This is an optimization exercise on Yosys and OpenROAD, whose aim is small area, a short achievable clock period and few clock cycles, not a production implementation. At most, simulation tests tie the RTL to the original design; equivalence was not proved. Only the layout flow was run in runs 2 and 3; the RTL was not checked for function there. Power is estimated from default activity; no workload was simulated.

**flow/design.v**
```verilog
module sappy_chan (
    input  [4:0]  fe,        
    input  [6:5]  fs,        
    input         iz,        
    input  [31:0] ph,
    input  [3:0]  cy,
    input  [35:0] inc,
    input  [14:0] lfsr,
    input  [1:0]  dsh,       
    input         kind,
    input         rl,        
    input         tok,       
    output [31:0] ph_n,
    output [3:0]  cy_n,
    output        msk_n,     
    output [14:0] lfsr_n
);
    function [8:0] radd8;
        input [7:0] a;
        input [7:0] b;
        input       c;
        integer i;
        reg cc;
        begin
            cc = c;
            for (i = 0; i < 8; i = i + 1) begin
                radd8[i] = a[i] ^ b[i] ^ cc;
                cc = (a[i] & b[i]) | (cc & (a[i] ^ b[i]));
            end
            radd8[8] = cc;
        end
    endfunction
    wire [4:0] ge = fe & {5{~iz}};
    wire [8:0] s0 = radd8(ph[7:0],   inc[7:0]   & {8{ge[0]}}, 1'b0);
    wire [8:0] s1 = radd8(ph[15:8],  inc[15:8]  & {8{ge[1]}}, cy[0]);
    wire [8:0] s2 = radd8(ph[23:16], inc[23:16] & {8{ge[2]}}, cy[1]);
    wire [8:0] s3 = radd8(ph[31:24], inc[31:24] & {8{ge[3]}}, cy[2]);
    assign ph_n = {s3[7:0], s2[7:0], s1[7:0], s0[7:0]};
    assign cy_n = {s3[8], s2[8], s1[8], s0[8]};
    reg [2:0] lim;
    always @(*) begin
        case (dsh)
            2'd0: lim = 3'd1;
            2'd1: lim = 3'd2;
            2'd2: lim = 3'd4;
            default: lim = 3'd6;
        endcase
    end
    wire sqh = ph[31:29] < lim;
    function [14:0] lstep;
        input [14:0] x;
        input        shrt;
        input integer s;
        reg [22:0] e;
        reg [29:0] y;
        integer j;
        begin
            e[6:0] = x[6:0];
            for (j = 7; j < 23; j = j + 1) e[j] = e[j-7] ^ e[j-6];
            y[14:0] = x;
            for (j = 15; j < 30; j = j + 1) y[j] = y[j-15] ^ y[j-14];
            for (j = 0; j < 15; j = j + 1) begin
                if (shrt && j <= 6) lstep[j] = e[j+s];
                else                lstep[j] = y[j+s];
            end
        end
    endfunction
    wire [3:0]  q  = inc[35:32] & {4{~iz}};
    wire [1:0]  k0 = {1'b0, cy[3]} + ((|q[3:1]) ? 2'd2 : q[1:0]);           
    wire [1:0]  k1 = q <= 4'd2 ? 2'd0 : q >= 4'd5 ? 2'd3 : q[1:0] - 2'd2;     
    wire [1:0]  k2 = q <= 4'd5 ? 2'd0 : q >= 4'd8 ? 2'd3 : q[1:0] - 2'd1;     
    wire [1:0]  k  = fe[4] ? k0 : fs[5] ? k1 : fs[6] ? k2 : 2'd0;
    wire        sh = dsh[0];
    wire [14:0] l1 = k[0] ? lstep(lfsr, sh, 1) : lfsr;
    wire [14:0] l8 = k[1] ? lstep(l1,   sh, 2) : l1;
    assign lfsr_n = l8;
    assign msk_n = rl && (tok || (kind ? !l8[0] : sqh));
endmodule
module sappy_voice (
    input             clk,
    input             rst,
    input             cmd_valid,
    output            cmd_ready,
    input      [2:0]  cmd_op,
    input      [3:0]  cmd_ch,
    input      [65:0] cmd_arg,
    output reg        frame_valid,
    output reg [15:0] frame_l,
    output reg [15:0] frame_r,
    output reg [11:0] frame_live
);
    localparam NCH = 12;
    localparam OP_NOTE = 3'd1, OP_MOD = 3'd2, OP_TICK = 3'd3, OP_FRAME = 3'd4, OP_STOP = 3'd5;
    localparam ST_ATT = 2'd0, ST_DEC = 2'd1, ST_SUS = 2'd2, ST_REL = 2'd3;
    localparam PH = 0, CY = 32, MSK = 36, LF = 37, INC = 52, GL = 88, GR = 96,
               RL = 104, KD = 105, DSH = 106;
    localparam KEY = 108, BV = 115, MZ = 125, VE = 126, PAN = 133, VEL = 140,
               GATE = 147, AA = 163, DD = 171, SS = 179, RR = 187, ENV = 195,
               ADSR = 203, DRG = 205, DRI = 206, IZ = 207;
    localparam W = 208;
    function [47:0] csa24;
        input [23:0] a, b, c;
        csa24 = {((a & b) | (a & c) | (b & c)) << 1, a ^ b ^ c};
    endfunction
    function [21:0] mul15x7;
        input [14:0] a;
        input [6:0]  b;
        reg [23:0] p0, p1, p2, p3, p4, p5, p6;
        reg [47:0] x0, x1, x2, x3, x4;
        begin
            p0 = b[0] ? {9'd0, a}       : 24'd0;
            p1 = b[1] ? {8'd0, a, 1'd0} : 24'd0;
            p2 = b[2] ? {7'd0, a, 2'd0} : 24'd0;
            p3 = b[3] ? {6'd0, a, 3'd0} : 24'd0;
            p4 = b[4] ? {5'd0, a, 4'd0} : 24'd0;
            p5 = b[5] ? {4'd0, a, 5'd0} : 24'd0;
            p6 = b[6] ? {3'd0, a, 6'd0} : 24'd0;
            x0 = csa24(p0, p1, p2);
            x1 = csa24(p3, p4, p5);
            x2 = csa24(x0[23:0], x0[47:24], x1[23:0]);
            x3 = csa24(x1[47:24], p6, x2[23:0]);
            x4 = csa24(x2[47:24], x3[23:0], x3[47:24]);
            mul15x7 = x4[21:0] + x4[45:24];
        end
    endfunction
    function [14:0] mul8x7;
        input [7:0] a;
        input [6:0] b;
        reg [23:0] p0, p1, p2, p3, p4, p5, p6;
        reg [47:0] x0, x1, x2, x3, x4;
        begin
            p0 = b[0] ? {16'd0, a}       : 24'd0;
            p1 = b[1] ? {15'd0, a, 1'd0} : 24'd0;
            p2 = b[2] ? {14'd0, a, 2'd0} : 24'd0;
            p3 = b[3] ? {13'd0, a, 3'd0} : 24'd0;
            p4 = b[4] ? {12'd0, a, 4'd0} : 24'd0;
            p5 = b[5] ? {11'd0, a, 5'd0} : 24'd0;
            p6 = b[6] ? {10'd0, a, 6'd0} : 24'd0;
            x0 = csa24(p0, p1, p2);
            x1 = csa24(p3, p4, p5);
            x2 = csa24(x0[23:0], x0[47:24], x1[23:0]);
            x3 = csa24(x1[47:24], p6, x2[23:0]);
            x4 = csa24(x2[47:24], x3[23:0], x3[47:24]);
            mul8x7 = x4[14:0] + x4[38:24];
        end
    endfunction
    reg        pend;         
    reg        rdy;          
    reg [2:0]  xop;
    reg [3:0]  xch;
    reg [65:0] xarg;
    assign cmd_ready = rdy;
    wire slow_cmd = (cmd_op == OP_NOTE || cmd_op == OP_MOD) ? (cmd_ch < 4'd12)
                  : (cmd_op == OP_TICK || cmd_op == OP_STOP);
    reg fe0, fe1, fe2, fe3, fe4, fe5;    
    reg fs5, fs6;                        
    reg [1:0] fwait;                     
    reg tt3, tt4, tt5;                   
    wire drained = !(fe0 | fe1 | fe2 | fe3 | fe4 | fs5 | fs6);
    wire acc = cmd_valid && !pend && fwait == 2'd0;
    reg  [3:0] hc;           
    wire       x_note = pend && xop == OP_NOTE;
    wire       x_mod  = pend && xop == OP_MOD;
    wire       x_tick = pend && xop == OP_TICK;
    wire       x_stop = pend && xop == OP_STOP;
    wire       at_head = hc == xch;
    wire [3:0] hc6     = hc >= 4'd6 ? hc - 4'd6 : hc + 4'd6;    
    wire       at_six  = hc6 == xch;
    wire       note_ex = x_note && at_head && drained;
    wire       mod_ex  = x_mod && (at_head || at_six);
    wire       stop_ex = x_stop && drained;
    wire       clr     = rst || stop_ex;
    reg        tst;          
    reg [11:0] edone;        
    reg [11:0] idone;        
    reg [4:1]  gp;           
    reg [14:1] ip;           
    reg [3:0]  ic;           
    wire       tick_end = tst && (&edone) && (&idone) && !(|ip);
    reg        tokp;         
    wire       tok_go   = (tokp || tick_end) && !(|gp[2:1]);
    wire       done_ex  = note_ex || mod_ex || stop_ex || tick_end;
    wire [12*W-1:0] CUR;     
    wire [12*W-1:0] NXT;     
    genvar p;
    generate
        for (p = 0; p < NCH; p = p + 1) begin : pos
            reg [W-1:0] r;
            assign CUR[p*W +: W] = r;
            always @(posedge clk) r <= NXT[((p + 1) % NCH)*W +: W];
        end
    endgenerate
    wire [W-1:0] h = CUR[0 +: W];
    wire         h_rl   = h[RL];
    wire [1:0]   h_st   = h[ADSR +: 2];
    wire [15:0]  h_gate = h[GATE +: 16];
    wire [7:0]   h_env  = h[ENV +: 8];
    wire [7:0]   h_a    = h[AA +: 8];
    wire [7:0]   h_d    = h[DD +: 8];
    wire [7:0]   h_s    = h[SS +: 8];
    wire [7:0]   h_r    = h[RR +: 8];
    reg  [1:0]  st_a, st_b;
    reg  [15:0] gate_n;
    reg  [8:0]  env_b;
    reg         live_n;
    always @(*) begin
        st_a   = h_st;
        gate_n = h_gate;
        if (h_st != ST_REL) begin
            if (h_gate == 16'd0) st_a = ST_REL;
            else                 gate_n = h_gate - 16'd1;
        end
        st_b   = st_a;
        env_b  = {1'b0, h_env};
        live_n = h_rl;
        case (st_a)
            ST_ATT: begin
                env_b = h_env + h_a;
                if (env_b > 9'd255) env_b = 9'd255;
                if (env_b == 9'd255) st_b = ST_DEC;
            end
            ST_DEC: begin
                if ({1'b0, h_env} < {1'b0, h_s} + {1'b0, h_d}) env_b = {1'b0, h_s};
                else                                           env_b = h_env - h_d;
                if (env_b[7:0] == h_s) st_b = ST_SUS;
            end
            ST_REL: begin
                if (h_r == 8'd0 || h_env <= h_r) env_b = 9'd0;
                else                             env_b = h_env - h_r;
                if (env_b == 9'd0) live_n = 1'b0;
            end
            default: ;
        endcase
    end
    wire need_g = h_rl && (h[DRG] || st_a != ST_SUS);
    wire ivis   = tst && !idone[hc];
    wire icap_t = ivis && h_rl && h[DRI] && ic == 4'd10;
    wire icap_n = note_ex && ic == 4'd10;
    wire icap   = icap_t || icap_n;
    wire ecap   = tst && drained && !edone[hc] && (!need_g || (!gp[2] && !icap_t));
    wire gcap   = ecap && need_g;
    reg  [14:0] R1;          
    reg  [7:0]  R2;          
    reg  [22:0] R3;          
    wire [W-1:0] s11 = CUR[11*W +: W];
    wire [W-1:0] s10 = CUR[10*W +: W];
    wire [W-1:0] s9  = CUR[9*W +: W];
    wire [7:0]  m1a = gp[3] ? R2 : s11[ENV +: 8];
    wire [6:0]  m1b = gp[3] ? (s9[MZ] ? 7'd0 : s9[PAN +: 7]) : s11[VEL +: 7];
    wire [14:0] m1p = mul8x7(m1a, m1b);
    reg  [6:0]  mB;          
    wire [21:0] m2p = mul15x7(R1, mB);
    wire [7:0]  g_r = R3[14:7];
    wire [7:0]  g_l = R3[22:15] - R3[14:7] - {7'd0, |R3[6:0]};
    wire [9:0]  bv_h = h[MZ] ? 10'd0 : h[BV +: 10];
    wire [6:0]  key_h = note_ex ? xarg[6:0] : h[KEY +: 7];
    wire signed [14:0] praw = $signed({2'b00, key_h, 6'd0}) + $signed({{5{bv_h[9]}}, bv_h});
    wire [12:0] pcl  = praw < 0 ? 13'd0 : praw > 15'sd8191 ? 13'd8191 : praw[12:0];
    reg  [12:0] ia_p;        
    reg         ia_k;
    reg  [3:0]  ib_n;        
    reg  [1:0]  ib_j;        
    reg  [1:0]  ib_q;        
    reg  [12:0] ic_d;        
    reg  [21:0] Nq;          
    reg  [1:0]  nq_j;
    reg  [1:0]  nq_q;
    wire [7:0] dm12_a =
        ia_p[12:6] == 7'd0 ? 8'd83 :
        ia_p[12:6] == 7'd1 ? 8'd84 :
        ia_p[12:6] == 7'd2 ? 8'd85 :
        ia_p[12:6] == 7'd3 ? 8'd86 :
        ia_p[12:6] == 7'd4 ? 8'd87 :
        ia_p[12:6] == 7'd5 ? 8'd88 :
        ia_p[12:6] == 7'd6 ? 8'd89 :
        ia_p[12:6] == 7'd7 ? 8'd90 :
        ia_p[12:6] == 7'd8 ? 8'd91 :
        ia_p[12:6] == 7'd9 ? 8'd96 :
        ia_p[12:6] == 7'd10 ? 8'd97 :
        ia_p[12:6] == 7'd11 ? 8'd98 :
        ia_p[12:6] == 7'd12 ? 8'd99 :
        ia_p[12:6] == 7'd13 ? 8'd100 :
        ia_p[12:6] == 7'd14 ? 8'd101 :
        ia_p[12:6] == 7'd15 ? 8'd102 :
        ia_p[12:6] == 7'd16 ? 8'd103 :
        ia_p[12:6] == 7'd17 ? 8'd104 :
        ia_p[12:6] == 7'd18 ? 8'd105 :
        ia_p[12:6] == 7'd19 ? 8'd106 :
        ia_p[12:6] == 7'd20 ? 8'd107 :
        ia_p[12:6] == 7'd21 ? 8'd112 :
        ia_p[12:6] == 7'd22 ? 8'd113 :
        ia_p[12:6] == 7'd23 ? 8'd114 :
        ia_p[12:6] == 7'd24 ? 8'd115 :
        ia_p[12:6] == 7'd25 ? 8'd116 :
        ia_p[12:6] == 7'd26 ? 8'd117 :
        ia_p[12:6] == 7'd27 ? 8'd118 :
        ia_p[12:6] == 7'd28 ? 8'd119 :
        ia_p[12:6] == 7'd29 ? 8'd120 :
        ia_p[12:6] == 7'd30 ? 8'd121 :
        ia_p[12:6] == 7'd31 ? 8'd122 :
        ia_p[12:6] == 7'd32 ? 8'd123 :
        ia_p[12:6] == 7'd33 ? 8'd128 :
        ia_p[12:6] == 7'd34 ? 8'd129 :
        ia_p[12:6] == 7'd35 ? 8'd130 :
        ia_p[12:6] == 7'd36 ? 8'd131 :
        ia_p[12:6] == 7'd37 ? 8'd132 :
        ia_p[12:6] == 7'd38 ? 8'd133 :
        ia_p[12:6] == 7'd39 ? 8'd134 :
        ia_p[12:6] == 7'd40 ? 8'd135 :
        ia_p[12:6] == 7'd41 ? 8'd136 :
        ia_p[12:6] == 7'd42 ? 8'd137 :
        ia_p[12:6] == 7'd43 ? 8'd138 :
        ia_p[12:6] == 7'd44 ? 8'd139 :
        ia_p[12:6] == 7'd45 ? 8'd144 :
        ia_p[12:6] == 7'd46 ? 8'd145 :
        ia_p[12:6] == 7'd47 ? 8'd146 :
        ia_p[12:6] == 7'd48 ? 8'd147 :
        ia_p[12:6] == 7'd49 ? 8'd148 :
        ia_p[12:6] == 7'd50 ? 8'd149 :
        ia_p[12:6] == 7'd51 ? 8'd150 :
        ia_p[12:6] == 7'd52 ? 8'd151 :
        ia_p[12:6] == 7'd53 ? 8'd152 :
        ia_p[12:6] == 7'd54 ? 8'd153 :
        ia_p[12:6] == 7'd55 ? 8'd154 :
        ia_p[12:6] == 7'd56 ? 8'd155 :
        ia_p[12:6] == 7'd57 ? 8'd160 :
        ia_p[12:6] == 7'd58 ? 8'd161 :
        ia_p[12:6] == 7'd59 ? 8'd162 :
        ia_p[12:6] == 7'd60 ? 8'd163 :
        ia_p[12:6] == 7'd61 ? 8'd164 :
        ia_p[12:6] == 7'd62 ? 8'd165 :
        ia_p[12:6] == 7'd63 ? 8'd166 :
        ia_p[12:6] == 7'd64 ? 8'd167 :
        ia_p[12:6] == 7'd65 ? 8'd168 :
        ia_p[12:6] == 7'd66 ? 8'd169 :
        ia_p[12:6] == 7'd67 ? 8'd170 :
        ia_p[12:6] == 7'd68 ? 8'd171 :
        ia_p[12:6] == 7'd69 ? 8'd176 :
        ia_p[12:6] == 7'd70 ? 8'd177 :
        ia_p[12:6] == 7'd71 ? 8'd178 :
        ia_p[12:6] == 7'd72 ? 8'd179 :
        ia_p[12:6] == 7'd73 ? 8'd180 :
        ia_p[12:6] == 7'd74 ? 8'd181 :
        ia_p[12:6] == 7'd75 ? 8'd182 :
        ia_p[12:6] == 7'd76 ? 8'd183 :
        ia_p[12:6] == 7'd77 ? 8'd184 :
        ia_p[12:6] == 7'd78 ? 8'd185 :
        ia_p[12:6] == 7'd79 ? 8'd186 :
        ia_p[12:6] == 7'd80 ? 8'd187 :
        ia_p[12:6] == 7'd81 ? 8'd192 :
        ia_p[12:6] == 7'd82 ? 8'd193 :
        ia_p[12:6] == 7'd83 ? 8'd194 :
        ia_p[12:6] == 7'd84 ? 8'd195 :
        ia_p[12:6] == 7'd85 ? 8'd196 :
        ia_p[12:6] == 7'd86 ? 8'd197 :
        ia_p[12:6] == 7'd87 ? 8'd198 :
        ia_p[12:6] == 7'd88 ? 8'd199 :
        ia_p[12:6] == 7'd89 ? 8'd200 :
        ia_p[12:6] == 7'd90 ? 8'd201 :
        ia_p[12:6] == 7'd91 ? 8'd202 :
        ia_p[12:6] == 7'd92 ? 8'd203 :
        ia_p[12:6] == 7'd93 ? 8'd208 :
        ia_p[12:6] == 7'd94 ? 8'd209 :
        ia_p[12:6] == 7'd95 ? 8'd210 :
        ia_p[12:6] == 7'd96 ? 8'd211 :
        ia_p[12:6] == 7'd97 ? 8'd212 :
        ia_p[12:6] == 7'd98 ? 8'd213 :
        ia_p[12:6] == 7'd99 ? 8'd214 :
        ia_p[12:6] == 7'd100 ? 8'd215 :
        ia_p[12:6] == 7'd101 ? 8'd216 :
        ia_p[12:6] == 7'd102 ? 8'd217 :
        ia_p[12:6] == 7'd103 ? 8'd218 :
        ia_p[12:6] == 7'd104 ? 8'd219 :
        ia_p[12:6] == 7'd105 ? 8'd224 :
        ia_p[12:6] == 7'd106 ? 8'd225 :
        ia_p[12:6] == 7'd107 ? 8'd226 :
        ia_p[12:6] == 7'd108 ? 8'd227 :
        ia_p[12:6] == 7'd109 ? 8'd228 :
        ia_p[12:6] == 7'd110 ? 8'd229 :
        ia_p[12:6] == 7'd111 ? 8'd230 :
        ia_p[12:6] == 7'd112 ? 8'd231 :
        ia_p[12:6] == 7'd113 ? 8'd232 :
        ia_p[12:6] == 7'd114 ? 8'd233 :
        ia_p[12:6] == 7'd115 ? 8'd234 :
        ia_p[12:6] == 7'd116 ? 8'd235 :
        ia_p[12:6] == 7'd117 ? 8'd240 :
        ia_p[12:6] == 7'd118 ? 8'd241 :
        ia_p[12:6] == 7'd119 ? 8'd242 :
        ia_p[12:6] == 7'd120 ? 8'd243 :
        ia_p[12:6] == 7'd121 ? 8'd244 :
        ia_p[12:6] == 7'd122 ? 8'd245 :
        ia_p[12:6] == 7'd123 ? 8'd246 :
        ia_p[12:6] == 7'd124 ? 8'd247 :
        ia_p[12:6] == 7'd125 ? 8'd248 :
        ia_p[12:6] == 7'd126 ? 8'd249 :
        8'd250;
    wire [12:0] tdif_a =
        dm12_a[3:0] == 4'd0 ? 13'd3897 :
        dm12_a[3:0] == 4'd1 ? 13'd4129 :
        dm12_a[3:0] == 4'd2 ? 13'd4374 :
        dm12_a[3:0] == 4'd3 ? 13'd4634 :
        dm12_a[3:0] == 4'd4 ? 13'd4910 :
        dm12_a[3:0] == 4'd5 ? 13'd5202 :
        dm12_a[3:0] == 4'd6 ? 13'd5511 :
        dm12_a[3:0] == 4'd7 ? 13'd5839 :
        dm12_a[3:0] == 4'd8 ? 13'd6186 :
        dm12_a[3:0] == 4'd9 ? 13'd6554 :
        dm12_a[3:0] == 4'd10 ? 13'd6943 :
        13'd7357;
    wire [21:0] t22_n =
        ib_n == 4'd0 ? 22'd1441792 :
        ib_n == 4'd1 ? 22'd1527526 :
        ib_n == 4'd2 ? 22'd1618364 :
        ib_n == 4'd3 ? 22'd1714592 :
        ib_n == 4'd4 ? 22'd1816540 :
        ib_n == 4'd5 ? 22'd1924560 :
        ib_n == 4'd6 ? 22'd2039004 :
        ib_n == 4'd7 ? 22'd2160246 :
        ib_n == 4'd8 ? 22'd2288704 :
        ib_n == 4'd9 ? 22'd2424796 :
        ib_n == 4'd10 ? 22'd2568984 :
        22'd2721730;
    wire [4:0]  e_a  = {1'b0, dm12_a[7:4]} + (ia_k ? 5'd5 : 5'd0);
    wire [1:0]  j_a  = 2'd0 - e_a[1:0];
    wire [5:0]  sq_a = (6'd19 + {1'b0, e_a}) >> 2;   
    wire [21:0] Nd   = t22_n + {5'd0, ic_d, 4'd0} + {7'd0, ic_d, 2'd0} + {8'd0, ic_d, 1'b0};
    reg  [42:0] Z;           
    reg  [42:0] Z0;
    always @(*) begin
        case (nq_j)
            2'd0: Z0 = {1'd0, Nq, 20'd0};
            2'd1: Z0 = {2'd0, Nq, 19'd0};
            2'd2: Z0 = {3'd0, Nq, 18'd0};
            default: Z0 = {4'd0, Nq, 17'd0};
        endcase
    end
    function [42:0] dstep2;
        input [42:0] z;
        reg [8:0] t;
        begin
            t = {z[42:36], z[35:34]};
            if (t >= 9'd225)      dstep2 = {t[6:0] - 7'd97, z[33:0], 2'd3};    
            else if (t >= 9'd150) dstep2 = {t[6:0] - 7'd22, z[33:0], 2'd2};    
            else if (t >= 9'd75)  dstep2 = {t[6:0] - 7'd75, z[33:0], 2'd1};
            else                  dstep2 = {t[6:0], z[33:0], 2'd0};
        end
    endfunction
    wire zload = (ip[7] && nq_q == 2'd0) || (ip[6] && nq_q == 2'd1) ||
                 (ip[5] && nq_q == 2'd2) || (ip[4] && nq_q == 2'd3);
    wire signed [9:0] ve_raw = $signed({3'b000, xarg[22:16]}) + $signed(xarg[31:23]);
    wire [6:0] ve_new = ve_raw < 0 ? 7'd0 : ve_raw > 10'sd127 ? 7'd127 : ve_raw[6:0];
    wire [9:0] bv_new = {{3{xarg[6]}}, xarg[6:0]} + {{3{xarg[6]}}, xarg[6:0]} + {xarg[15], xarg[15:7]};
    generate
        for (p = 0; p < NCH; p = p + 1) begin : lk
            wire [W-1:0] c = CUR[p*W +: W];
            wire [31:0] ph_n;
            wire [3:0]  cy_n;
            wire        msk_n;
            wire [14:0] lf_n;
            sappy_chan u_ch (
                .fe({fe4, fe3, fe2, fe1, fe0}), .fs({fs6, fs5}), .iz(c[IZ]),
                .ph(c[PH +: 32]), .cy(c[CY +: 4]), .inc(c[INC +: 36]),
                .lfsr(c[LF +: 15]), .dsh(c[DSH +: 2]), .kind(c[KD]), .rl(c[RL]), .tok(tt3),
                .ph_n(ph_n), .cy_n(cy_n), .msk_n(msk_n), .lfsr_n(lf_n)
            );
            reg [W-1:0] n;
            always @(*) begin
                n = c;
                n[PH +: 32] = ph_n;
                n[CY +: 4]  = cy_n;
                n[MSK]      = msk_n;
                n[LF +: 15] = lf_n;
                if (p == 0) begin
                    if (note_ex) begin
                        n[PH +: 32]  = 32'd0;
                        n[CY +: 4]   = 4'd0;
                        n[LF +: 15]  = 15'h7FFF;
                        n[IZ]        = 1'b1;
                        n[GL +: 8]   = 8'd0;
                        n[GR +: 8]   = 8'd0;
                        n[RL]        = 1'b1;
                        n[KD]        = xarg[30];
                        n[DSH +: 2]  = xarg[30] ? {1'b0, xarg[33]} : xarg[32:31];
                        n[KEY +: 7]  = xarg[6:0];
                        n[VEL +: 7]  = xarg[13:7];
                        n[GATE +: 16] = xarg[29:14];
                        n[AA +: 8]   = xarg[41:34];
                        n[DD +: 8]   = xarg[49:42];
                        n[SS +: 8]   = xarg[57:50];
                        n[RR +: 8]   = xarg[65:58];
                        n[ENV +: 8]  = 8'd0;
                        n[ADSR +: 2] = ST_ATT;
                        n[DRG]       = 1'b1;
                        n[DRI]       = !icap_n;
                    end
                    if (ecap) begin
                        n[ENV +: 8]   = env_b[7:0];
                        n[GATE +: 16] = gate_n;
                        n[ADSR +: 2]  = st_b;
                        n[RL]         = live_n;
                        if (gcap) n[DRG] = 1'b0;
                        if (live_n) n[IZ] = 1'b0;
                    end
                    if (icap_t) n[DRI] = 1'b0;
                end
                if ((p == 0 && x_mod && at_head) || (p == 6 && x_mod && at_six)) begin
                    n[BV +: 10]  = bv_new;
                    n[VE +: 7]   = ve_new;
                    n[PAN +: 7]  = xarg[38:32];
                    n[MZ]        = 1'b0;
                    n[DRG]       = 1'b1;
                    n[DRI]       = 1'b1;
                end
                if (p == 8 && gp[4]) begin
                    n[GL +: 8] = g_l;
                    n[GR +: 8] = g_r;
                end
                if (p == 10 && ip[14]) n[INC +: 36] = Z[35:0];
                if (clr) n[RL] = 1'b0;
                if (rst) n[MZ] = 1'b1;
            end
            assign NXT[p*W +: W] = n;
        end
    endgenerate
    reg slow;
    integer sq;
    always @(*) begin
        slow = 1'b0;
        for (sq = 0; sq < NCH; sq = sq + 1)
            if (CUR[sq*W + RL] && CUR[sq*W + KD] && !CUR[sq*W + IZ] &&
                (CUR[sq*W + INC + 35] || CUR[sq*W + INC + 34] || (CUR[sq*W + INC + 33] && CUR[sq*W + INC + 32])))
                slow = 1'b1;
    end
    wire       pend_n  = pend ? !done_ex : (acc && slow_cmd);
    wire [1:0] fwait_n = (acc && cmd_op == OP_FRAME && slow) ? 2'd2 : (fwait == 2'd0 ? 2'd0 : fwait - 2'd1);
    reg  [23:0] ml [0:11];
    reg  [23:0] mr [0:11];
    reg  [47:0] yl0, yl1, yl2, yl3, yl4, yl5, yl6, yl7, yl8, yl9;
    reg  [47:0] yr0, yr1, yr2, yr3, yr4, yr5, yr6, yr7, yr8, yr9;
    integer q;
    always @(*) begin
        for (q = 0; q < NCH; q = q + 1) begin
            if (CUR[q*W + MSK]) begin
                ml[q] = {16'd0, CUR[q*W + GL +: 8]};
                mr[q] = {16'd0, CUR[q*W + GR +: 8]};
            end else begin
                ml[q] = 24'd0;
                mr[q] = 24'd0;
            end
        end
        yl0 = csa24(ml[0], ml[1], ml[2]);
        yl1 = csa24(ml[3], ml[4], ml[5]);
        yl2 = csa24(ml[6], ml[7], ml[8]);
        yl3 = csa24(ml[9], ml[10], ml[11]);
        yl4 = csa24(yl0[23:0], yl0[47:24], yl1[23:0]);
        yl5 = csa24(yl1[47:24], yl2[23:0], yl2[47:24]);
        yl6 = csa24(yl3[23:0], yl3[47:24], yl4[23:0]);
        yl7 = csa24(yl4[47:24], yl5[23:0], yl5[47:24]);
        yl8 = csa24(yl6[23:0], yl6[47:24], yl7[23:0]);
        yl9 = csa24(yl8[23:0], yl8[47:24], yl7[47:24]);
        yr0 = csa24(mr[0], mr[1], mr[2]);
        yr1 = csa24(mr[3], mr[4], mr[5]);
        yr2 = csa24(mr[6], mr[7], mr[8]);
        yr3 = csa24(mr[9], mr[10], mr[11]);
        yr4 = csa24(yr0[23:0], yr0[47:24], yr1[23:0]);
        yr5 = csa24(yr1[47:24], yr2[23:0], yr2[47:24]);
        yr6 = csa24(yr3[23:0], yr3[47:24], yr4[23:0]);
        yr7 = csa24(yr4[47:24], yr5[23:0], yr5[47:24]);
        yr8 = csa24(yr6[23:0], yr6[47:24], yr7[23:0]);
        yr9 = csa24(yr8[23:0], yr8[47:24], yr7[47:24]);
    end
    wire [11:0] sum_l = yl9[11:0] + yl9[35:24];
    wire [11:0] sum_r = yr9[11:0] + yr9[35:24];
    reg [11:0] hl, hr, tl, tr;
    reg [11:0] livef;
    wire signed [21:0] out_l = $signed({2'b00, hl, 8'd0}) - $signed({10'd0, hl}) - $signed({3'b000, tl, 7'd0});
    wire signed [21:0] out_r = $signed({2'b00, hr, 8'd0}) - $signed({10'd0, hr}) - $signed({3'b000, tr, 7'd0});
    function [15:0] sat16;
        input signed [21:0] v;
        sat16 = v > 22'sd32767 ? 16'h7FFF : v < -22'sd32768 ? 16'h8000 : v[15:0];
    endfunction
    always @(posedge clk) begin
        hl <= sum_l;
        hr <= sum_r;
        frame_l <= sat16(out_l);
        frame_r <= sat16(out_r);
        frame_live <= livef;
        R1 <= ip[1] ? {2'd0, tdif_a} : m1p;
        mB <= ip[1] ? {1'b0, ia_p[5:0]} : (s11[MZ] ? 7'd0 : s11[VE +: 7]);
        R2 <= m2p[21:14];
        R3 <= {R2, m1p};
        Z <= zload ? Z0 : dstep2(dstep2(Z));
        ia_p <= pcl;
        ia_k <= note_ex ? xarg[30] : h[KD];
        if (ip[1]) begin
            ib_n <= dm12_a[3:0];
            ib_j <= j_a;
            ib_q <= sq_a[1:0] - 2'd2;
        end
        ic_d <= m2p[18:6];
        if (ip[3]) begin
            Nq   <= Nd;
            nq_j <= ib_j;
            nq_q <= ib_q;
        end
        if (rst) begin
            pend <= 1'b0;
            rdy  <= 1'b1;
            fe0 <= 1'b0; fe1 <= 1'b0; fe2 <= 1'b0; fe3 <= 1'b0; fe4 <= 1'b0; fe5 <= 1'b0;
            fs5 <= 1'b0; fs6 <= 1'b0;
            fwait <= 2'd0;
            frame_valid <= 1'b0;
            tt3 <= 1'b0; tt4 <= 1'b0; tt5 <= 1'b0;
            tokp <= 1'b0;
            tl <= 12'd0; tr <= 12'd0;
            hc <= 4'd0;
            tst <= 1'b0;
            gp <= 4'd0;
            ip <= 14'd0;
            ic <= 4'd10;
            livef <= 12'd0;
        end else begin
            if (!pend) begin
                xop  <= cmd_op;
                xch  <= cmd_ch;
                xarg <= cmd_arg;
            end
            pend  <= pend_n;
            fwait <= fwait_n;
            rdy   <= !pend_n && fwait_n == 2'd0;
            fe0 <= acc && cmd_op == OP_FRAME;
            fe1 <= fe0; fe2 <= fe1; fe3 <= fe2; fe4 <= fe3; fe5 <= fe4;
            fs5 <= fe4 && slow; fs6 <= fs5;
            frame_valid <= fe5;
            tt3 <= note_ex || stop_ex || tok_go;
            tt4 <= tt3;
            tokp <= (tokp || tick_end) && !tok_go;
            tt5 <= tt4;
            if (tt5) begin
                tl <= hl;
                tr <= hr;
            end
            hc <= hc == 4'd11 ? 4'd0 : hc + 4'd1;
            if (acc && cmd_op == OP_TICK) begin
                tst   <= 1'b1;
                edone <= 12'd0;
                idone <= 12'd0;
            end else if (tick_end) begin
                tst <= 1'b0;
            end else begin
                if (ecap) edone[hc] <= 1'b1;
                if (ivis && (!h_rl || !h[DRI] || icap_t)) idone[hc] <= 1'b1;
            end
            gp <= {gp[3:1], gcap};
            ip <= {ip[13:1], icap};
            ic <= icap ? 4'd1 : (ic == 4'd10 ? 4'd10 : ic + 4'd1);
            if (stop_ex) livef <= 12'd0;
            else if (note_ex) livef[xch] <= 1'b1;
            else if (ecap) livef[hc] <= live_n;
        end
    end
endmodule
```
**flow/standard.sh**
```bash
#!/bin/bash
# synth_recipe.tcl (not shown) runs the flow's synth.tcl, then flattens the netlist and writes it again
# the make line also repeats each setting of config.mk as NAME=value (left out here)
make -C /OpenROAD-flow-scripts/flow DESIGN_CONFIG=/design/flow/config.mk WORK_HOME=/design/flow/orfs CLKGATE_MAP_FILE= SYNTH_SCRIPT=/design/flow/synth_recipe.tcl "${@:-finish}"
```
**flow/constraint.sdc**
```tcl
create_clock -name core_clock -period 24.0 [get_ports {clk}]
set_input_delay 4.8000 -clock core_clock [delete_from_list [all_inputs] [get_ports {clk}]]
set_output_delay 4.8000 -clock core_clock [all_outputs]
set_load 0.01 [all_outputs]
```
**flow/flow/run.sh**
```bash
#!/bin/bash
# Own layout flow: the standard flow (standard.sh, with its unchanged
# synthesis, floorplan, power grid, placement and routing) with these changes:
#  - the port buffers that buffer_ports inserts are buf_4 cells instead of
#    the default delay-cell buffers;
#  - clock tree synthesis without dummy loads and with larger sink clusters
#    (up to 25 sinks within 80 um);
#  - timing repair aims for 18 ns of setup slack on the 24 ns clock.
# All tool output goes to standard.log here and to the ORFS logs under orfs/.
set -euo pipefail
export BUFFER_PORTS_ARGS="-buffer_cell sky130_fd_sc_hd__buf_4"
export CTS_ARGS="-sink_clustering_enable -repair_clock_nets -dont_use_dummy_load -sink_clustering_size 25 -sink_clustering_max_diameter 80"
export SETUP_SLACK_MARGIN=18.0
bash standard.sh > standard.log 2>&1
```
**flow/config.mk**
```make
export PLATFORM = sky130hd
export DESIGN_NAME = sappy_voice
export DESIGN_NICKNAME = sappy_voice
export VERILOG_FILES = /design/flow/design.v
export SDC_FILE = /design/flow/constraint.sdc
export NUM_CORES = 8
export LEC_CHECK = 0
export CAP_MARGIN = 20
export CORE_MARGIN = 2
export CORE_UTILIZATION = 50
export PLACE_DENSITY = 0.65
export SLEW_MARGIN = 20
```
==> metrics.cfg, run 1 <==
[worst_setup_path]
cp_data_required_time_ns=19.20
crit_path_end_kind=output pin
critical_path_max_stage_delay_ns=0.40
timing.critical_path.from=frame_valid
reg2regPathDepth=22
cp_data_arrival_time_ns=1.31
reg2reg_slack_ns=18.38
timing.critical_path.slowest_stage_cell=sky130_fd_sc_hd__dfxtp_4
cp_max_fo=1
critical_path.n_buffers_inverters=1
worst_path_dominant_cell_family=flip-flops
critical_path.cell_chain=buf_6
crit_path_start_kind=flop
critical_setup_path_class=reg2out
rr_startpoint=gp[3]
timing.rr.end=R1[14]

[timing]
timing_hold_violations_final=0
fin_tns_setup_ns=0
timing.final.setup_violations=0
post-route-min-period_ns=6.11
postLayoutSetupSlackWorst_ns=17.89
rsz_0062_raised_after_global_routing=true
drv_slew=0
relSlewSlack_pct=27.3
max_clock_freq_mhz=164
final_min_period_over_clock_period_pct=25.5
worst_pin_slew_ns=1.09
skew_ns=0.122

[routing]
wl_per_cell_um=17.3
route.final.wire_length_mm=204
remaining_drc_errors=0
drt-pass1-iter-count=6
dr_total_vias=58300
drt_first_iter_violations=3369
drtAntennaViolNets=0
detail_route.vias_per_cell=4.96

[worst_hold_path]
hold_path.class=reg2reg
hold_end=pos[8].r[206]
hold_start=pos[9].r[206]
whs_path_depth=0

[yosys]
syn_inst=8844
synth_top_family_by_area=adder cells
synthXorXnorAreaFrac_pct=1.86
adder_cell_share_of_the_synthesized_area_pct=16.4
synth_cell_types=112
dominantRegCellSynth=sky130_fd_sc_hd__dfxtp_1
ys_seq_elements=2891
largest_area_contributor_in_the_netlist=sky130_fd_sc_hd__dfxtp_1
synth_enable_flop_cells=130
async_reset_ff_share_pct=0
syn-num-nets=9902
synth.yosys.seq_area_share_pct=56.3
synth-warning-count=4
synth_area_leaders=sky130_fd_sc_hd__dfxtp_1, sky130_fd_sc_hd__fa_1, sky130_fd_sc_hd__and2_1
yosys.area_share.simple_pct=10.3
synthesis.area_per_instance_um2=11.9
complex_gate_fraction_of_the_synthesized_area_pct=6.30
synth_top_area_share_pct=52.6
syn-cell-area_mm2=0.105
synth_mux_area_share_pct=4.75

[global_routing]
grt_pass1_wl_mm=328
grt_use_total_pct=19.3
grt_pass1_vias=60300
largest_net_degree_at_the_start_of_global_routing=72
leftover_overflow_at_the_end_of_global_routing=0
grt_antenna_before_repair=4

[cts]
cts_made_buffers=148
clock_latency_ns=0.82
htreeDepth=4
cts-root-to-sink-buffers=3
cts.sinks=2891
cts_tree=built
cts_root_buf=sky130_fd_sc_hd__clkbuf_16
clk_transition_reported_paths_ns=0.10

[finish]
nFillCells=17700
finish.net_count=10000
ff_latch_area_mm2=0.0592
mostFrequentLayoutCell=sky130_fd_sc_hd__dfxtp_1
fraction_of_layout_cells_with_a_size_suffix_above_1_pct=7.16
multiInputGateArea_mm2=0.0419
mostFrequentLayoutCells=sky130_fd_sc_hd__dfxtp_1, sky130_fd_sc_hd__inv_1, sky130_fd_sc_hd__fa_1
areaGrowthSynthToFinish_pct=7.73

[placed_design]
dp_hpwl_mm=151
place.gp.congestion=0.866
buffer_ports.inserted=121
dp_worst_setup_slack_ns=16.87

[flow_run]
drv_cap=0

[die]
boundaryPins=122
initial_utilization_pct=50.2
dieArea_mm2=0.214
core_area_mm2=0.209
fp.dieH_um=462
rows=168
die_x_um=462

[power]
post-layout-total-power_w=0.00802
cellLeakagePower_nw=49.7
vdd_ir_drop_max_v=0.0000809
powerDensity_mw_per_mm2=70.9

[outcome]
outcome=no timing/DRC/antenna violations

## flip-flops by register name, indices dropped and copies added, names as in the netlist, 13 cells and up
| register | flops |
|---|---|
| pos.r | 2496 |
| Z | 43 |
| frame_r | 16 |
| frame_l | 16 |
| R1 | 15 |
| xarg | 66 |
| ia_p | 13 |
| Nq | 21 |
| R3 | 23 |
| ip | 14 |
## logic make-up after synthesis
family                     count (synthesis)
AOI/OAI and AO/OA                       1039
adders and majority gates                983
muxes                                    470
and+or+nand+nor                         2126
buffers and inverters                   1115
xor gates and xnor gates                 220
DFF                                     2891
## per-layer routing
| layer | up-vias | share of wire [%] | global-route usage [%] |
|---|---|---|---|
| li1 | 28600 | - | - |
| met1 | 28500 | 47 | 26.3 |
| met4 | 0 | 2.4 | 5.22 |
| met2 | 995 | 48 | 32.5 |
| met5 | - | 0 | 0 |
| met3 | 281 | 3.3 | 2.26 |
## cell type report
| type | instances | share of cell area [%] |
|---|---|---|
| diodes | 3 | 0.00663 |
| clock buffers | 148 | 3.27 |
| inverters | 896 | 2.97 |
| multi-input cells | 4838 | 37.0 |
| flip-flops and latches | 2891 | 52.3 |
| well taps | 2805 | 3.10 |
| repair buffers | 170 | 1.32 |
## worst reg2reg max path: stages, from the launching register on
cell                       delay (ns)
sky130_fd_sc_hd__dfxtp_2         0.46
sky130_fd_sc_hd__nor2b_1         0.30
sky130_fd_sc_hd__a21oi_1         0.72
sky130_fd_sc_hd__nor2_1          0.12
sky130_fd_sc_hd__fa_1            0.51
sky130_fd_sc_hd__inv_1           0.05
sky130_fd_sc_hd__fa_1            0.47
sky130_fd_sc_hd__inv_1           0.05
sky130_fd_sc_hd__fa_1            0.47
sky130_fd_sc_hd__inv_1           0.05
sky130_fd_sc_hd__fa_1            0.49
sky130_fd_sc_hd__inv_1           0.04
sky130_fd_sc_hd__ha_1            0.30
sky130_fd_sc_hd__a21o_1          0.19
sky130_fd_sc_hd__a21oi_1         0.23
sky130_fd_sc_hd__o21bai_1        0.09
sky130_fd_sc_hd__a21oi_1         0.22
sky130_fd_sc_hd__o21bai_1        0.09
sky130_fd_sc_hd__a21oi_1         0.21
sky130_fd_sc_hd__o21bai_1        0.09
sky130_fd_sc_hd__a21oi_1         0.17
sky130_fd_sc_hd__xnor2_1         0.15
sky130_fd_sc_hd__nor2b_1         0.14
## synthesized netlist by cell type (all sizes together), types with 72 or more instances
master	instances
xnor2	148
mux2i	298
nand2	534
nor2	441
clkbuf	161
edfxtp	130
ha	323
nor2b	124
a21oi	358
mux2	166
fa	659
xor2	72
o21ai	274
inv	893
nor3	82
dfxtp	2761
and2	652
## worst max-delay path by stage
stage                   to  slack [ns]  cells after the start
2_1_floorplan      xarg[0]       17.28                      4
3_3_place_gp     idone[10]       16.85                      5
3_5_place_dp     idone[11]       16.87                      5
4_1_cts        frame_valid       17.80                      1
5_1_grt        frame_valid       17.84                      1
6_report       frame_valid       17.89                      1
## stage by stage
stage | hold slack, ns | utilization, % | area, µm² | std cells
after floorplan | 0.310 | - | 105000 | 8844
after global placement | 0.310 | 52.2 | 109000 | 11600
after detailed placement | 0.312 | 52.2 | 109000 | 11600
after CTS | 0.275 | 54.1 | 113000 | 11700
after global routing | 0.272 | 54.1 | 113000 | 11700
final | 0.282 | 54.1 | 113000 | 11800
## timing repair
action / in CTS / in global routing
endpoints found under the setup margin: 69 / 89
gates resized for setup: 80 / 17
buffers inserted: 0 / 0
hold buffers: 0 / 0
## where the power goes
group | total (W) | internal, W | switching (W)
Clock | 0.00252 | 0.00110 | 0.00142
Combinational | 0.000510 | 0.000208 | 0.000302
Sequential | 0.00499 | 0.00492 | 0.0000744
Testbench counts, summed over its fixed seeds: cycles 163,041.
==> run 2: changes to the inputs <==
--- a/flow/design.v
+++ b/flow/design.v
@@ -1,9 +1,9 @@
 module sappy_chan (
-    input  [4:0]  fe,        
-    input  [6:5]  fs,        
+    input  [3:0]  fe,        
+    input  [5:4]  fs,        
     input         iz,        
     input  [31:0] ph,
-    input  [3:0]  cy,
+    input  [2:0]  cy,
     input  [35:0] inc,
     input  [14:0] lfsr,
     input  [1:0]  dsh,       
@@ -11,32 +11,31 @@
     input         rl,        
     input         tok,       
     output [31:0] ph_n,
-    output [3:0]  cy_n,
+    output [2:0]  cy_n,
     output        msk_n,     
     output [14:0] lfsr_n
 );
-    function [8:0] radd8;
-        input [7:0] a;
-        input [7:0] b;
-        input       c;
+    function [11:0] radd11;
+        input [10:0] a;
+        input [10:0] b;
+        input        c;
         integer i;
         reg cc;
         begin
             cc = c;
-            for (i = 0; i < 8; i = i + 1) begin
-                radd8[i] = a[i] ^ b[i] ^ cc;
+            for (i = 0; i < 11; i = i + 1) begin
+                radd11[i] = a[i] ^ b[i] ^ cc;
                 cc = (a[i] & b[i]) | (cc & (a[i] ^ b[i]));
             end
-            radd8[8] = cc;
+            radd11[11] = cc;
         end
     endfunction
-    wire [4:0] ge = fe & {5{~iz}};
-    wire [8:0] s0 = radd8(ph[7:0],   inc[7:0]   & {8{ge[0]}}, 1'b0);
-    wire [8:0] s1 = radd8(ph[15:8],  inc[15:8]  & {8{ge[1]}}, cy[0]);
-    wire [8:0] s2 = radd8(ph[23:16], inc[23:16] & {8{ge[2]}}, cy[1]);
-    wire [8:0] s3 = radd8(ph[31:24], inc[31:24] & {8{ge[3]}}, cy[2]);
-    assign ph_n = {s3[7:0], s2[7:0], s1[7:0], s0[7:0]};
-    assign cy_n = {s3[8], s2[8], s1[8], s0[8]};
+    wire [3:0]  ge = fe & {4{~iz}};
+    wire [11:0] s0 = radd11(ph[10:0],  inc[10:0]  & {11{ge[0]}}, 1'b0);
+    wire [11:0] s1 = radd11(ph[21:11], inc[21:11] & {11{ge[1]}}, cy[0]);
+    wire [11:0] s2 = radd11({1'b0, ph[31:22]}, {1'b0, inc[31:22] & {10{ge[2]}}}, cy[1]);
+    assign ph_n = {s2[9:0], s1[10:0], s0[10:0]};
+    assign cy_n = {s2[10], s1[11], s0[11]};
     reg [2:0] lim;
     always @(*) begin
         case (dsh)
@@ -66,10 +65,10 @@
         end
     endfunction
     wire [3:0]  q  = inc[35:32] & {4{~iz}};
-    wire [1:0]  k0 = {1'b0, cy[3]} + ((|q[3:1]) ? 2'd2 : q[1:0]);           
+    wire [1:0]  k0 = {1'b0, cy[2]} + ((|q[3:1]) ? 2'd2 : q[1:0]);           
     wire [1:0]  k1 = q <= 4'd2 ? 2'd0 : q >= 4'd5 ? 2'd3 : q[1:0] - 2'd2;     
     wire [1:0]  k2 = q <= 4'd5 ? 2'd0 : q >= 4'd8 ? 2'd3 : q[1:0] - 2'd1;     
-    wire [1:0]  k  = fe[4] ? k0 : fs[5] ? k1 : fs[6] ? k2 : 2'd0;
+    wire [1:0]  k  = fe[3] ? k0 : fs[4] ? k1 : fs[5] ? k2 : 2'd0;
     wire        sh = dsh[0];
     wire [14:0] l1 = k[0] ? lstep(lfsr, sh, 1) : lfsr;
     wire [14:0] l8 = k[1] ? lstep(l1,   sh, 2) : l1;
@@ -92,12 +91,12 @@
     localparam NCH = 12;
     localparam OP_NOTE = 3'd1, OP_MOD = 3'd2, OP_TICK = 3'd3, OP_FRAME = 3'd4, OP_STOP = 3'd5;
     localparam ST_ATT = 2'd0, ST_DEC = 2'd1, ST_SUS = 2'd2, ST_REL = 2'd3;
-    localparam PH = 0, CY = 32, MSK = 36, LF = 37, INC = 52, GL = 88, GR = 96,
-               RL = 104, KD = 105, DSH = 106;
-    localparam KEY = 108, BV = 115, MZ = 125, VE = 126, PAN = 133, VEL = 140,
-               GATE = 147, AA = 163, DD = 171, SS = 179, RR = 187, ENV = 195,
-               ADSR = 203, DRG = 205, DRI = 206, IZ = 207;
-    localparam W = 208;
+    localparam PH = 0, CY = 32, MSK = 35, LF = 36, INC = 51, GL = 87, GR = 95,
+               RL = 103, KD = 104, DSH = 105;
+    localparam KEY = 107, BV = 114, MZ = 124, VE = 125, PAN = 132, VEL = 139,
+               GATE = 146, AA = 162, DD = 170, SS = 178, RR = 186, ENV = 194,
+               ADSR = 202, DRG = 204, DRI = 205, IZ = 206;
+    localparam W = 207;
     function [47:0] csa24;
         input [23:0] a, b, c;
         csa24 = {((a & b) | (a & c) | (b & c)) << 1, a ^ b ^ c};
@@ -152,11 +151,11 @@
     assign cmd_ready = rdy;
     wire slow_cmd = (cmd_op == OP_NOTE || cmd_op == OP_MOD) ? (cmd_ch < 4'd12)
                   : (cmd_op == OP_TICK || cmd_op == OP_STOP);
-    reg fe0, fe1, fe2, fe3, fe4, fe5;    
-    reg fs5, fs6;                        
+    reg fe0, fe1, fe2, fe3, fe4;         
+    reg fs4, fs5;                        
     reg [1:0] fwait;                     
-    reg tt3, tt4, tt5;                   
-    wire drained = !(fe0 | fe1 | fe2 | fe3 | fe4 | fs5 | fs6);
+    reg tt2, tt3, tt4;                   
+    wire drained = !(fe0 | fe1 | fe2 | fe3 | fs4 | fs5);
     wire acc = cmd_valid && !pend && fwait == 2'd0;
     reg  [3:0] hc;           
     wire       x_note = pend && xop == OP_NOTE;
@@ -454,26 +453,26 @@
         for (p = 0; p < NCH; p = p + 1) begin : lk
             wire [W-1:0] c = CUR[p*W +: W];
             wire [31:0] ph_n;
-            wire [3:0]  cy_n;
+            wire [2:0]  cy_n;
             wire        msk_n;
             wire [14:0] lf_n;
             sappy_chan u_ch (
-                .fe({fe4, fe3, fe2, fe1, fe0}), .fs({fs6, fs5}), .iz(c[IZ]),
-                .ph(c[PH +: 32]), .cy(c[CY +: 4]), .inc(c[INC +: 36]),
-                .lfsr(c[LF +: 15]), .dsh(c[DSH +: 2]), .kind(c[KD]), .rl(c[RL]), .tok(tt3),
+                .fe({fe3, fe2, fe1, fe0}), .fs({fs5, fs4}), .iz(c[IZ]),
+                .ph(c[PH +: 32]), .cy(c[CY +: 3]), .inc(c[INC +: 36]),
+                .lfsr(c[LF +: 15]), .dsh(c[DSH +: 2]), .kind(c[KD]), .rl(c[RL]), .tok(tt2),
                 .ph_n(ph_n), .cy_n(cy_n), .msk_n(msk_n), .lfsr_n(lf_n)
             );
             reg [W-1:0] n;
             always @(*) begin
                 n = c;
                 n[PH +: 32] = ph_n;
-                n[CY +: 4]  = cy_n;
+                n[CY +: 3]  = cy_n;
                 n[MSK]      = msk_n;
                 n[LF +: 15] = lf_n;
                 if (p == 0) begin
                     if (note_ex) begin
                         n[PH +: 32]  = 32'd0;
-                        n[CY +: 4]   = 4'd0;
+                        n[CY +: 3]   = 3'd0;
                         n[LF +: 15]  = 15'h7FFF;
                         n[IZ]        = 1'b1;
                         n[GL +: 8]   = 8'd0;
@@ -606,11 +605,11 @@
         if (rst) begin
             pend <= 1'b0;
             rdy  <= 1'b1;
-            fe0 <= 1'b0; fe1 <= 1'b0; fe2 <= 1'b0; fe3 <= 1'b0; fe4 <= 1'b0; fe5 <= 1'b0;
-            fs5 <= 1'b0; fs6 <= 1'b0;
+            fe0 <= 1'b0; fe1 <= 1'b0; fe2 <= 1'b0; fe3 <= 1'b0; fe4 <= 1'b0;
+            fs4 <= 1'b0; fs5 <= 1'b0;
             fwait <= 2'd0;
             frame_valid <= 1'b0;
-            tt3 <= 1'b0; tt4 <= 1'b0; tt5 <= 1'b0;
+            tt2 <= 1'b0; tt3 <= 1'b0; tt4 <= 1'b0;
             tokp <= 1'b0;
             tl <= 12'd0; tr <= 12'd0;
             hc <= 4'd0;
@@ -629,14 +628,14 @@
             fwait <= fwait_n;
             rdy   <= !pend_n && fwait_n == 2'd0;
             fe0 <= acc && cmd_op == OP_FRAME;
-            fe1 <= fe0; fe2 <= fe1; fe3 <= fe2; fe4 <= fe3; fe5 <= fe4;
-            fs5 <= fe4 && slow; fs6 <= fs5;
-            frame_valid <= fe5;
-            tt3 <= note_ex || stop_ex || tok_go;
-            tt4 <= tt3;
+            fe1 <= fe0; fe2 <= fe1; fe3 <= fe2; fe4 <= fe3;
+            fs4 <= fe3 && slow; fs5 <= fs4;
+            frame_valid <= fe4;
+            tt2 <= note_ex || stop_ex || tok_go;
+            tt3 <= tt2;
             tokp <= (tokp || tick_end) && !tok_go;
-            tt5 <= tt4;
-            if (tt5) begin
+            tt4 <= tt3;
+            if (tt4) begin
                 tl <= hl;
                 tr <= hr;
             end
--- a/flow/config.mk
+++ b/flow/config.mk
@@ -7,6 +7,6 @@
 export LEC_CHECK = 0
 export CAP_MARGIN = 20
 export CORE_MARGIN = 2
-export CORE_UTILIZATION = 50
-export PLACE_DENSITY = 0.65
+export CORE_UTILIZATION = 65
+export PLACE_DENSITY = 0.75
 export SLEW_MARGIN = 20
==> run 2 against run 1 <==
Against the previous run:
- combinational power shrank 3%
- power decreased by 1.2%
- synthesized cell count decreased by 0.19%
- critical path depth unchanged
- critical path type unchanged
==> metrics.cfg, run 2 <==
[worst_setup_path]
cp_max_fo=1  ; unchanged
timing.critical_path.slowest_stage_cell=sky130_fd_sc_hd__dfxtp_4
worst_path_dominant_cell_family=flip-flops
crit_path_start_kind=flop
critical_path.n_buffers_inverters=1  ; unchanged
critical_path_max_stage_delay_ns=0.38  ; -0.02 ns
crit_path_end_kind=output pin
critical_path.cell_chain=buf_8
cp_data_required_time_ns=19.20  ; about the same
critical_setup_path_class=reg2out
cp_data_arrival_time_ns=1.32  ; about the same

[placed_design]
detailed_place.area_mm2=0.108  ; -1.5%
place.gp.congestion=0.898  ; +3.7%
buffer_ports.inserted=121  ; unchanged
dp_hpwl_mm=146  ; -3.6%

[yosys]
synth-warning-count=4  ; unchanged
synth_area_leaders=sky130_fd_sc_hd__dfxtp_1, sky130_fd_sc_hd__fa_1, sky130_fd_sc_hd__and2_1
synth.most_common_cell=sky130_fd_sc_hd__dfxtp_1
yosys-top-cells-count=sky130_fd_sc_hd__dfxtp_1, sky130_fd_sc_hd__inv_1, sky130_fd_sc_hd__and2_1, sky130_fd_sc_hd__fa_1, sky130_fd_sc_hd__nand2_1
synth_cell_types=88  ; -21%
largest_area_contributor_in_the_netlist=sky130_fd_sc_hd__dfxtp_1
syn-cell-area_mm2=0.104  ; -0.58%
synth_mux_area_share_pct=4.75  ; about the same
dominantRegCellSynth=sky130_fd_sc_hd__dfxtp_1
ys_seq_elements=2878  ; -0.45%
synth_top_family_by_area=adder cells
synth.yosys.seq_area_share_pct=56.4  ; +0.079 points
synthesis.area_per_instance_um2=11.8  ; -0.39%
yosys.area_share.simple_pct=10.5  ; +0.18 points
complex_gate_fraction_of_the_synthesized_area_pct=6.03  ; -0.27 points
synth_top_area_share_pct=52.7  ; +0.057 points
syn_inst=8827  ; -0.19%
syn-num-nets=9886  ; -0.16%
synthXorXnorAreaFrac_pct=1.90  ; +0.038 points
adder_cell_share_of_the_synthesized_area_pct=16.5  ; +0.098 points
synth_enable_flop_cells=130  ; unchanged
async_reset_ff_share_pct=0  ; unchanged

[routing]
remaining_drc_errors=0  ; unchanged
drt-pass1-iter-count=6  ; unchanged
dr_total_vias=58100  ; -0.37%
drt_first_iter_violations=3583  ; +6.4%
detail_route.vias_per_cell=5.30  ; +6.8%
wl_per_cell_um=18.2  ; +4.8%
drtAntennaViolNets=0  ; unchanged
route.final.wire_length_mm=199  ; -2.2%

[finish]
mostFrequentLayoutCells=sky130_fd_sc_hd__dfxtp_1, sky130_fd_sc_hd__inv_1, sky130_fd_sc_hd__and2_1
reg_top3=pos.r x2484, xarg x66, Z x43
top_register=pos.r
finish.net_count=9930  ; -0.73%
final_util_pct=69.7  ; +16 points
mostFrequentLayoutCell=sky130_fd_sc_hd__dfxtp_1
areaGrowthSynthToFinish_pct=6.69
fraction_of_layout_cells_with_a_size_suffix_above_1_pct=7.01  ; -0.14 points
largest_register_ff_count=2484  ; -0.48%
stdcell_area_mm2=0.111  ; -1.5%

[die]
core_area_mm2=0.160  ; -23%
dieArea_mm2=0.164  ; -23%
die_x_um=405  ; -12%
boundaryPins=122  ; unchanged
fp.dieH_um=405  ; -12%
rows=147  ; -13%
initial_utilization_pct=65.3  ; +15 points

[cts]
cts_root_buf=sky130_fd_sc_hd__clkbuf_16
clock_latency_ns=0.83  ; about the same
cts_post_setup_buffers_inserted=0  ; unchanged
cts_tree=built
cts_made_buffers=142  ; -4.1%
cts.sinks=2878  ; -0.45%
cts-root-to-sink-buffers=3  ; unchanged
post_cts_resize_count=82  ; +2.5%
clk_transition_reported_paths_ns=0.09  ; about the same
post_cts_hold_buffer_count=0  ; unchanged
htreeDepth=4  ; unchanged

[timing]
drv_slew=0  ; unchanged
rsz_0062_raised_after_global_routing=true
worst_pin_slew_ns=1.18  ; +0.0878 ns
skew_ns=0.0898  ; -0.0322 ns
final_min_period_over_clock_period_pct=25.5  ; +0.065 points
timing_hold_violations_final=0  ; unchanged
relSlewSlack_pct=21.5  ; -5.9 points
fin_tns_setup_ns=0  ; unchanged
timing.final.setup_violations=0  ; unchanged
max_clock_freq_mhz=163  ; -0.26%
post-route-min-period_ns=6.12  ; +0.0157 ns

[power]
powerDensity_mw_per_mm2=71.1  ; +0.37%
vdd_ir_drop_max_v=0.0000773  ; -4.6%
cellLeakagePower_nw=49.6  ; -0.27%

[global_routing]
grt_use_total_pct=24.8  ; +5.6 points
leftover_overflow_at_the_end_of_global_routing=0  ; unchanged
grt_pass1_wl_mm=320  ; -2.5%
grt_antenna_before_repair=4  ; unchanged
grt_pass1_vias=59900  ; -0.77%
largest_net_degree_at_the_start_of_global_routing=80  ; +11%

[flow_run]
drv_cap=0  ; unchanged

[worst_hold_path]
hold_path.class=reg2reg

[outcome]
outcome=no timing/DRC/antenna violations

==> run 2: final timing paths <==
kind / endpoint / slack (ns) / startpoint / cells past startpoint
worst max-delay path: cmd_ready / 17.88 / rdy / 1
worst min-delay path: pos[0].r[120] / 0.27 / pos[1].r[120] / 0
worst max register to register: pos[11].r[21] / 18.27 / pos[0].r[206] / 16
worst min register to register: pos[0].r[120] / 0.27 / pos[1].r[120] / 0
==> run 2: area by class of cell <==
| cell class | instances | area, µm² |
|---|---|---|
| clock buffers | 142 | 3550 |
| flip-flops and latches | 2878 | 59000 |
| diodes | 3 | 7.51 |
| inverters | 829 | 3120 |
| fillers | 11200 | 48600 |
| repair buffers | 163 | 1430 |
| well taps | 2086 | 2610 |
| multi-input cells | 4857 | 41800 |
==> run 2: power breakdown <==
group / leakage (nW) / switching (W) / internal (W)
clock: 1.75 / 0.00139 / 0.00106
combinational: 24.4 / 0.000296 / 0.000198
sequential: 23.4 / 0.0000776 / 0.00490
==> run 2: layer usage <==
layer / GRT usage (%) / wire length (µm)
met4: 7.66 / 5800
met2: 41.2 / 94500
met3: 3.28 / 7820
met5: 0 / 13
met1: 34.1 / 91100
==> run 2: cells by family (layout without fill, tap and decap cells) <==
logic type / after synthesis / count (layout)
adder cells (fa/ha/maj): 983 / 983
multiplexers: 464 / 464
AO/OA/AOI/OAI: 1046 / 1046
XOR/XNOR: 225 / 225
AND/OR/NAND/NOR: 2139 / 2139
other: 0 / 3
flip-flops: 2878 / 2878
buffers and inverters: 1092 / 1134
==> run 2: stage by stage <==
step | power [W] | instances | setup slack [ns] | hold slack, ns
2_1_floorplan | 0.00544 | 8827 | 17.26 | 0.310
3_3_place_gp | 0.00557 | 10800 | 16.73 | 0.310
3_5_place_dp | 0.00558 | 10800 | 16.65 | 0.312
4_1_cts | 0.00799 | 11000 | 17.80 | 0.280
5_1_grt | 0.00821 | 11000 | 17.81 | 0.282
6_report | 0.00793 | 11000 | 17.88 | 0.275
==> run 3: changes to the inputs <==
--- a/flow/config.mk
+++ b/flow/config.mk
@@ -7,6 +7,6 @@
 export LEC_CHECK = 0
 export CAP_MARGIN = 20
 export CORE_MARGIN = 2
-export CORE_UTILIZATION = 65
-export PLACE_DENSITY = 0.75
+export CORE_UTILIZATION = 58
+export PLACE_DENSITY = 0.7
 export SLEW_MARGIN = 20
==> run 3 against run 2 <==
Against the previous run:
- synthesized cell count unchanged
- clock-buffer cell count grew 5
- non-clock buffer count up 9
- critical path type unchanged
==> metrics.cfg, run 3 <==
[die]
rows=155  ; +5.4%
dieArea_mm2=0.184  ; +12%
initial_utilization_pct=58.4  ; -6.9 points
fp.dieH_um=428  ; +5.8%
die_x_um=428  ; +5.8%
boundaryPins=122  ; unchanged
core_area_mm2=0.179  ; +12%

[timing]
timing_hold_violations_final=0  ; unchanged
rsz_0062_raised_after_global_routing=true
final_min_period_over_clock_period_pct=25.1  ; -0.37 points
drv_slew=0  ; unchanged
timing.final.setup_violations=0  ; unchanged
max_clock_freq_mhz=166  ; +1.5%
post-route-min-period_ns=6.04  ; -0.0887 ns
fin_tns_setup_ns=0  ; unchanged
skew_ns=0.0849  ; -0.00489 ns
relSlewSlack_pct=25.9  ; +4.4 points
worst_pin_slew_ns=1.11  ; -0.0657 ns

[yosys]
synth_area_leaders=sky130_fd_sc_hd__dfxtp_1, sky130_fd_sc_hd__fa_1, sky130_fd_sc_hd__and2_1
synthesis.area_per_instance_um2=11.8  ; unchanged
syn_inst=8827  ; unchanged
ys_seq_elements=2878  ; unchanged
synth_enable_flop_cells=130  ; unchanged
dominantRegCellSynth=sky130_fd_sc_hd__dfxtp_1
synth_cell_types=88  ; unchanged
async_reset_ff_share_pct=0  ; unchanged
largest_area_contributor_in_the_netlist=sky130_fd_sc_hd__dfxtp_1
syn-num-nets=9886  ; unchanged
synth.yosys.seq_area_share_pct=56.4  ; unchanged
synth-warning-count=4  ; unchanged
syn-cell-area_mm2=0.104  ; unchanged
synth.most_common_cell=sky130_fd_sc_hd__dfxtp_1
yosys-top-cells-count=sky130_fd_sc_hd__dfxtp_1, sky130_fd_sc_hd__inv_1, sky130_fd_sc_hd__and2_1, sky130_fd_sc_hd__fa_1, sky130_fd_sc_hd__nand2_1
synth_top_area_share_pct=52.7  ; unchanged

[global_routing]
grt_pass1_vias=59400  ; -0.75%
largest_net_degree_at_the_start_of_global_routing=64  ; -20%
grt_pass1_wl_mm=319  ; -0.23%
leftover_overflow_at_the_end_of_global_routing=0  ; unchanged
grt_antenna_before_repair=5  ; +1
grt_use_total_pct=21.8  ; -3.0 points

[worst_setup_path]
critical_setup_path_class=reg2out
critical_path.cell_chain=buf_6
critical_path_max_stage_delay_ns=0.33  ; -0.05 ns
cp_data_arrival_time_ns=1.24  ; -0.08 ns
cp_max_fo=1  ; unchanged
worst_path_dominant_cell_family=flip-flops
crit_path_end_kind=output pin
cp_data_required_time_ns=19.20  ; about the same
crit_path_start_kind=flop
timing.critical_path.slowest_stage_cell=sky130_fd_sc_hd__dfxtp_2
critical_path.n_buffers_inverters=1  ; unchanged

[finish]
mostFrequentLayoutCell=sky130_fd_sc_hd__dfxtp_1
areaGrowthSynthToFinish_pct=7.18
finish.net_count=9944  ; +0.14%
fraction_of_layout_cells_with_a_size_suffix_above_1_pct=7.16  ; +0.15 points
largest_register_ff_count=2484  ; unchanged
reg_top3=pos.r x2484, xarg x66, Z x43
top_register=pos.r
mostFrequentLayoutCells=sky130_fd_sc_hd__dfxtp_1, sky130_fd_sc_hd__inv_1, sky130_fd_sc_hd__and2_1

[placed_design]
place.gp.congestion=0.859  ; -4.4%
dp_hpwl_mm=146  ; about the same
buffer_ports.inserted=121  ; unchanged

[cts]
clock_latency_ns=0.79  ; -0.04 ns
clk_transition_reported_paths_ns=0.09  ; about the same
htreeDepth=4  ; unchanged
cts_tree=built
cts.sinks=2878  ; unchanged
cts-root-to-sink-buffers=3  ; unchanged
cts_made_buffers=147  ; +3.5%
cts_root_buf=sky130_fd_sc_hd__clkbuf_16

[routing]
route.final.wire_length_mm=198  ; -0.78%
top_signal_layer_used=met5
drt-pass1-iter-count=6  ; unchanged
routed-wl-met3_mm=6.42  ; -18%
drt_first_iter_violations=3357  ; -6.3%
detail_route.vias_per_cell=5.12  ; -3.5%
remaining_drc_errors=0  ; unchanged
met2_length_mm=92.0  ; -2.6%
drtAntennaViolNets=0  ; unchanged
drt-met1-wl_mm=93.9  ; +3.1%
dr_total_vias=57500  ; -0.98%
wl_per_cell_um=17.6  ; -3.3%

[power]
powerDensity_mw_per_mm2=71.1  ; about the same
post-layout-total-power_w=0.00797  ; +0.48%
vdd_ir_drop_max_v=0.0000762  ; -1.3%
net_sw_power_w=0.00177  ; +0.14%
combPwrFrac_pct=6.1  ; about the same
intPower_w=0.00620  ; +0.57%
clock_power_share_pct=31.4  ; +0.5 points
power.switching_fraction_pct=22.2  ; -0.074 points
cellLeakagePower_nw=49.7  ; +0.21%
power.sequential.fraction_pct=62.5  ; -0.3 points

[flow_run]
drv_cap=0  ; unchanged

[outcome]
outcome=no timing/DRC/antenna violations

[worst_hold_path]
hold_path.class=reg2reg

==> run 3: cell counts after synthesis <==
Identical to the previous run, type by type.
==> run 3: cell type report <==
class                      instances  area, µm²
fill                           13900      66800
clock buffer                     147       3680
timing repair buffer             172       1510
inverter                         829       3120
sequential                      2878      59000
tap                             2355       2950
antenna                            2       5.00
multi-input combinational       4857      41700
==> run 3: kinds of logic after synthesis <==
logic type	share of synthesized area (%)
buf+inv	3.94
xor+xnor	1.90
mux	4.75
flops	56.4
simple gates	10.5
compound gates	6.03
fa+ha+maj	16.5
==> run 3: path summary, 6_finish.rpt <==
kind | slack, ns | from | cells after the start | to
worst max register to register | 18.27 | gp[3] | 22 | R1[14]
worst max-delay path | 17.96 | frame_l[8] | 1 | frame_l[8]
worst min register to register | 0.28 | pos[4].r[92] | 0 | pos[3].r[92]
worst min-delay path | 0.28 | pos[4].r[92] | 0 | pos[3].r[92]
==> run 3: through the flow <==
step | setup WS [ns] | area (µm²) | utilization [%] | cells | hold slack [ns]
after CTS | 17.89 | 112000 | 62.5 | 11200 | 0.282
after global placement | 16.81 | 108000 | 60.3 | 11100 | 0.310
final | 17.96 | 112000 | 62.6 | 11200 | 0.283
after detailed placement | 16.74 | 108000 | 60.3 | 11100 | 0.312
after floorplan | 17.26 | 105000 | - | 8827 | 0.310
after global routing | 17.88 | 112000 | 62.6 | 11200 | 0.292
==> run 3: power groups by stage <==
stage | sequential (W) | clock, W | combinational [W]
floorplan | 0.00505 | 0 | 0.000389
global placement | 0.00509 | 0 | 0.000471
detailed placement | 0.00509 | 0 | 0.000477
CTS | 0.00498 | 0.00257 | 0.000480
global route | 0.00499 | 0.00274 | 0.000539
finish | 0.00498 | 0.00250 | 0.000484
==> run 3: per-layer routing <==
layer | GRT usage (%) | vias to the layer above
met1 | 30.6 | 28000
met3 | 2.55 | 287
met5 | 0 | -
met4 | 5.87 | 2
met2 | 36.0 | 899
li1 | - | 28300
==> run 3: timing repair <==
item / 4_1_cts / 5_1_grt
setup buffers: 0 / 2
endpoints found under the setup margin: 59 / 77
hold buffers: 0 / 0
resized for setup: 85 / 22

## re-timing with driven ports
Ports are ideal in the flow. The routed layouts listed here were re-timed in OpenROAD.
Step 1, drivers: a clkbuf_16 drives clk and a buf_2 each remaining input, both assumed.
Step 2, shift: input delay + t, output delay - t, t = (earliest + latest rising clock arrival at the registers) / 2. This alone moves slack from input paths to output paths.
Slacks: no drivers / after step 1 / after step 2; pairs: no drivers / after step 1.
run	t (ns)	setup WS [ns]	worst hold slack (ns)	worst data-port slew with drivers (ns)
run 1	0.867	17.891 / 17.803 / 17.414	0.282 / 0.282 / 0.282	0.04
run 2	0.861	17.876 / 17.791 / 17.109	0.275 / 0.275 / 0.275	0.22
run 3	0.855	17.964 / 17.875 / 17.375	0.283 / 0.283 / 0.283	0.04
After both steps every run listed still meets setup and hold. For run 2, which loses most, drivers alone change the setup slack by -0.085 ns; drivers and shift together by -0.767 ns.
